From an optimization exercise on the open Yosys and OpenROAD flow, aimed at small area, a short achievable clock period and few clock cycles per item; shortcuts taken in it are not production practice. RTL that was checked went through simulation tests only; none was proved equivalent to the original. No activity file was given, so power comes from the tool's default toggle rates.

## main
// rtp_h264_depkt32
module rtp_h264_depkt32 (
    input  wire        clk,
    input  wire        rst,
    input  wire        cfg_strict_f,
    input  wire        cfg_zero_byte,
    input  wire        in_valid,
    output wire        in_ready,
    input  wire [31:0] in_data,
    input  wire [2:0]  in_cnt,
    input  wire        in_last,
    output wire        out_valid,
    input  wire        out_ready,
    output wire [31:0] out_data,
    output wire [2:0]  out_cnt,
    output wire        res_valid,
    output wire [2:0]  res_cause,
    output wire [4:0]  res_flags
);
    depkt_core core (
        .clk(clk), .rst(rst),
        .cfg_strict_f(cfg_strict_f), .cfg_zero_byte(cfg_zero_byte),
        .in_valid(in_valid), .in_ready(in_ready), .in_data(in_data), .in_cnt(in_cnt),
        .in_last(in_last),
        .out_valid(out_valid), .out_ready(out_ready), .out_data(out_data), .out_cnt(out_cnt),
        .res_valid(res_valid), .res_cause(res_cause), .res_flags(res_flags)
    );
endmodule
Size: ~590 cells after synthesis, ~38 flip-flops.
==> flow/config.mk <==
export PLATFORM = sky130hd
export DESIGN_NAME = rtp_h264_depkt32
export DESIGN_NICKNAME = rtp_h264_depkt32
export VERILOG_FILES = /design/flow/design.v
export SDC_FILE = /design/flow/constraint.sdc
export NUM_CORES = 4
export LEC_CHECK = 0
export ABC_AREA = 1
export CAP_MARGIN = 20
export CORE_MARGIN = 2
export CORE_UTILIZATION = 40
export SETUP_SLACK_MARGIN = 3.0
export SLEW_MARGIN = 20
==> flow/constraint.sdc <==
create_clock -name core_clock -period 7.0 [get_ports {clk}]
set_input_delay 1.4000 -clock core_clock [delete_from_list [all_inputs] [get_ports {clk}]]
set_output_delay 1.4000 -clock core_clock [all_outputs]
set_load 0.01 [all_outputs]
standard.sh (not shown) runs the stock make flow with config.mk's settings and CLKGATE_MAP_FILE= SYNTH_SCRIPT=/design/flow/synth_recipe.tcl, a recipe that flattens the netlist after the stock synthesis.
==> flow/flow/run.sh <==
#!/bin/bash
# The standard layout (standard.sh) with two changes:
#  - ABC maps for area (dc2, dch, map -a) in synthesis: ORFS's scripts are copied and
#    their abc_area.script replaced with flow/abc_area.script (ABC_AREA is
#    set in config.mk); synthesis is otherwise the standard flow's own, so the registers
#    and their names are the standard synthesis's;
#  - the port buffers are buf_2 cells instead of the default delay buffers.
# The make output goes to standard.log; each step's log is under orfs/logs.
set -euo pipefail
rm -rf scripts_abc
cp -r "$FLOW_HOME/scripts" scripts_abc
cp flow/abc_area.script scripts_abc/abc_area.script
export SCRIPTS_DIR="$PWD/scripts_abc"
export BUFFER_PORTS_ARGS="-buffer_cell sky130_fd_sc_hd__buf_2"
bash standard.sh > standard.log 2>&1
==> flow/flow/abc_area.script <==
strash
dc2
dch
map -a
topo
stime -c
buffer -c
upsize -c
dnsize -c
Testbench counts of main, summed over its fixed seeds: cycles 48,649, in bytes 177,094.
diff inputs: main => the feature branch
diff --git a/flow/design.v b/flow/design.v
--- a/flow/design.v
+++ b/flow/design.v
@@ -33,22 +33,23 @@
     localparam [2:0] S_RES   = 3'd6;    
     localparam [2:0] S_SKIP  = 3'd7;    
     reg  [2:0]  st;
     reg  [1:0]  p;           
     reg  [3:0]  e;           
     reg  [1:0]  ph;          
     reg  [1:0]  at;          
     reg  [15:0] remain;      
     reg  [2:0]  err;         
     reg  [4:0]  flags;
     reg         ufbit;       
+    reg         tk;          
     function [4:0] classify(input [4:0] t);
         case (t)
             5'd1: classify = 5'b01000;    
             5'd5: classify = 5'b10000;    
             5'd6: classify = 5'b00100;    
             5'd7: classify = 5'b00001;    
             5'd8: classify = 5'b00010;    
             default: classify = 5'b00000;
         endcase
     endfunction
     function [3:0] runl(input [1:0] a);
@@ -142,60 +143,63 @@
             default: ;
         endcase
     end
     wire active = in_valid && (st != S_RES);
     wire wants  = (st == S_IDLE) || (st == S_COPY) || (st == S_HDR) || (st == S_UNIT);
     wire fire   = active && (!wants || out_ready);
     wire ending = fire && bdone && in_last;
     assign out_valid = in_valid && (((st == S_IDLE) && (is_single || (is_fu && fu_start))) ||
                                     (st == S_COPY) || (st == S_UNIT) ||
                                     ((st == S_HDR) && !rem_zero));
     assign in_ready  = in_valid && (((st == S_COPY) && out_ready) || (st == S_DRAIN) || (st == S_SKIP) ||
-                                    ((st == S_SZ) && seg_all) ||
-                                    ((st == S_UNIT) && seg_all && out_ready));
+                                    ((st == S_RES) && tk) ||
+                                    ((st == S_SZ) && e_hi) ||
+                                    ((st == S_UNIT) && e_hi && out_ready));
     assign res_valid = (st == S_RES) || (st == S_COPY && in_valid && in_last && out_ready);
     assign res_cause = (st != S_RES) ? C_OK :
                        (err == C_TRUNC_UNIT && rem_zero) ? C_ZERO_SIZE : err;
     assign res_flags = (st == S_RES && err != C_OK) ? 5'd0 : flags;
     wire       sel_pre = (st == S_IDLE) || (st == S_HDR);
-    wire       sel_e   = (st == S_UNIT) && (e[3:2] == 2'b00 || e == 4'd4);
-    wire [2:0] emp     = e[2:0] - {1'b0, p};
+    wire       sel_u   = (st == S_UNIT);
+    wire [2:0] emp     = ((e[3:2] == 2'b00 || e == 4'd4) ? e[2:0] : 3'd4) - {1'b0, p};
+    wire [2:0] ccnt    = p[1] ? {1'b0, in_cnt[2], !in_cnt[2]} : in_cnt;
     wire       big     = zb4 || ((st == S_IDLE) && t0[4] && t0[3]);
     wire [7:0] lane3   = (st == S_IDLE) ? ((t0[4] && t0[3]) ? {b0[7:5], b1[4:0]} : 8'h01) :
                          (st == S_HDR)  ? 8'h01 : in_data[31:24];
     always @(*) begin
         out_data[31:24] = lane3;
         out_data[23:16] = sel_pre ? {7'd0, !zb4} : shifted[23:16];
         out_data[15:0]  = sel_pre ? 16'd0 : shifted[15:0];
-        out_cnt         = sel_pre ? {big, !big, !big} : sel_e ? emp : avail;
+        out_cnt         = sel_pre ? {big, !big, !big} : sel_u ? emp : ccnt;
     end
     reg [2:0] end_cause;
     always @(*) begin
         case (st)
             S_IDLE: end_cause = idle_err;
             S_SZ:   end_cause = (in_cnt == {1'b0, p}) ? C_OK :      
                                 seg_end ? C_TRUNC_UNIT :
                                 (ph == 2'd0 && avail == 3'd1) ? C_TRUNC_SIZE :
                                 C_TRUNC_EXTRA;
             S_UNIT: end_cause = !seg_end ? C_TRUNC_UNIT : ufbit ? C_FBIT : C_OK;
             default: end_cause = err;
         endcase
     end
     wire [4:0] cls = classify((st == S_IDLE && is_fu) ? b1[4:0] : hsel[4:0]);
     wire       do_cls = (st == S_IDLE) ? (is_single || (is_fu && fu_start)) : (st == S_HDR);
     always @(posedge clk) begin
         if (rst) begin
             st <= S_IDLE;
             p  <= 2'd0;
         end else if (st == S_RES) begin
             st <= S_IDLE;
+            tk <= 1'b0;
         end else if (fire) begin
             if (do_cls || st == S_IDLE)
                 flags <= ((st == S_IDLE) ? 5'd0 : flags) | (do_cls ? cls : 5'd0);
             case (st)
                 S_IDLE: begin
                     err <= idle_err;
                     ph  <= 2'd0;
                     at  <= t0[1:0];
                     if (is_single)
                         st <= S_COPY;
                     else if (is_fu) begin
@@ -254,22 +258,23 @@
                         if (!in_last)
                             remain <= remain_dec;
                         e <= (remain_dec[15:3] != 13'd0) ? 4'hf : {1'b0, remain_dec[2:0]};
                     end
                 end
                 default: ;
             endcase
             if (bdone)
                 p <= 2'd0;
             if (ending && st != S_COPY) begin
                 st  <= S_RES;
+                tk  <= !((st == S_DRAIN) || (st == S_SKIP) || e_hi);
                 err <= end_cause;
             end else if (ending)
                 st <= S_IDLE;
         end
     end
 endmodule
 module rtp_h264_depkt32 (
     input  wire        clk,
     input  wire        rst,
     input  wire        cfg_strict_f,
     input  wire        cfg_zero_byte,
## What came out
- Diff main -> the feature branch: core box area +5.8%, clock power +about 8%, layout-stage area growth over the synthesis result -1.7 points, part of the power in combinational logic -1.6 points, fraction of the core area covered by cells at the end of the flow -0.99 points.
- main → the feature branch: post-synthesis instance area picked up an extra 5.2%; sum of internal, switching and leakage power picked up an extra about 5%; final clock period utilization by the worst path picked up an extra 0.26 points; setup slack after layout lost 0.018 ns; wire length of the first global-routing pass picked up an extra about 12%.
- Sequential fraction of the synthesis area (the feature branch over main): decrease, 0.66 points
- Diff the feature branch and main: hold slack lower in main
- For main, the last element of the critical path was out_cnt[1], unlike the feature branch, where it was out_cnt[0].
- [the feature branch vs main] met3 wire length: lower in the feature branch
- Launch point of the critical path: in_data[9] -> the feature branch, in_data[25] -> main
No functional check of the RTL was part of the feature branch.

## what the ideal ports hide
The results above use ideal ports. As a check the final layouts listed here were re-extracted and re-timed, cells and wires unchanged.
Step 1, drivers: a clkbuf_16 drives clk and a buf_2 each remaining input, both assumed.
Step 2 moves the port delays by t, midway between the first and last clock arrival at a register: inputs arrive t later, outputs are due t later. That takes back most of the time a late clock gives input paths.
Slacks: ideal / step 1 / step 2; pairs: ideal / step 1.
run	shift t [ns]	slack for setup (ns)	hold WS [ns]	worst setup path after step 2	worst data-port slew with drivers (ns)
main	0.332	2.958 / 2.918 / 2.918	0.607 / 0.607 / 0.607	input to output	0.06
the feature branch	0.337	2.940 / 2.901 / 2.901	0.616 / 0.616 / 0.616	input to output	0.05
After both steps setup and hold are still met in every run listed. The setup slack of main, which loses most, moves by -0.040 ns with the drivers and by -0.040 ns with both steps.
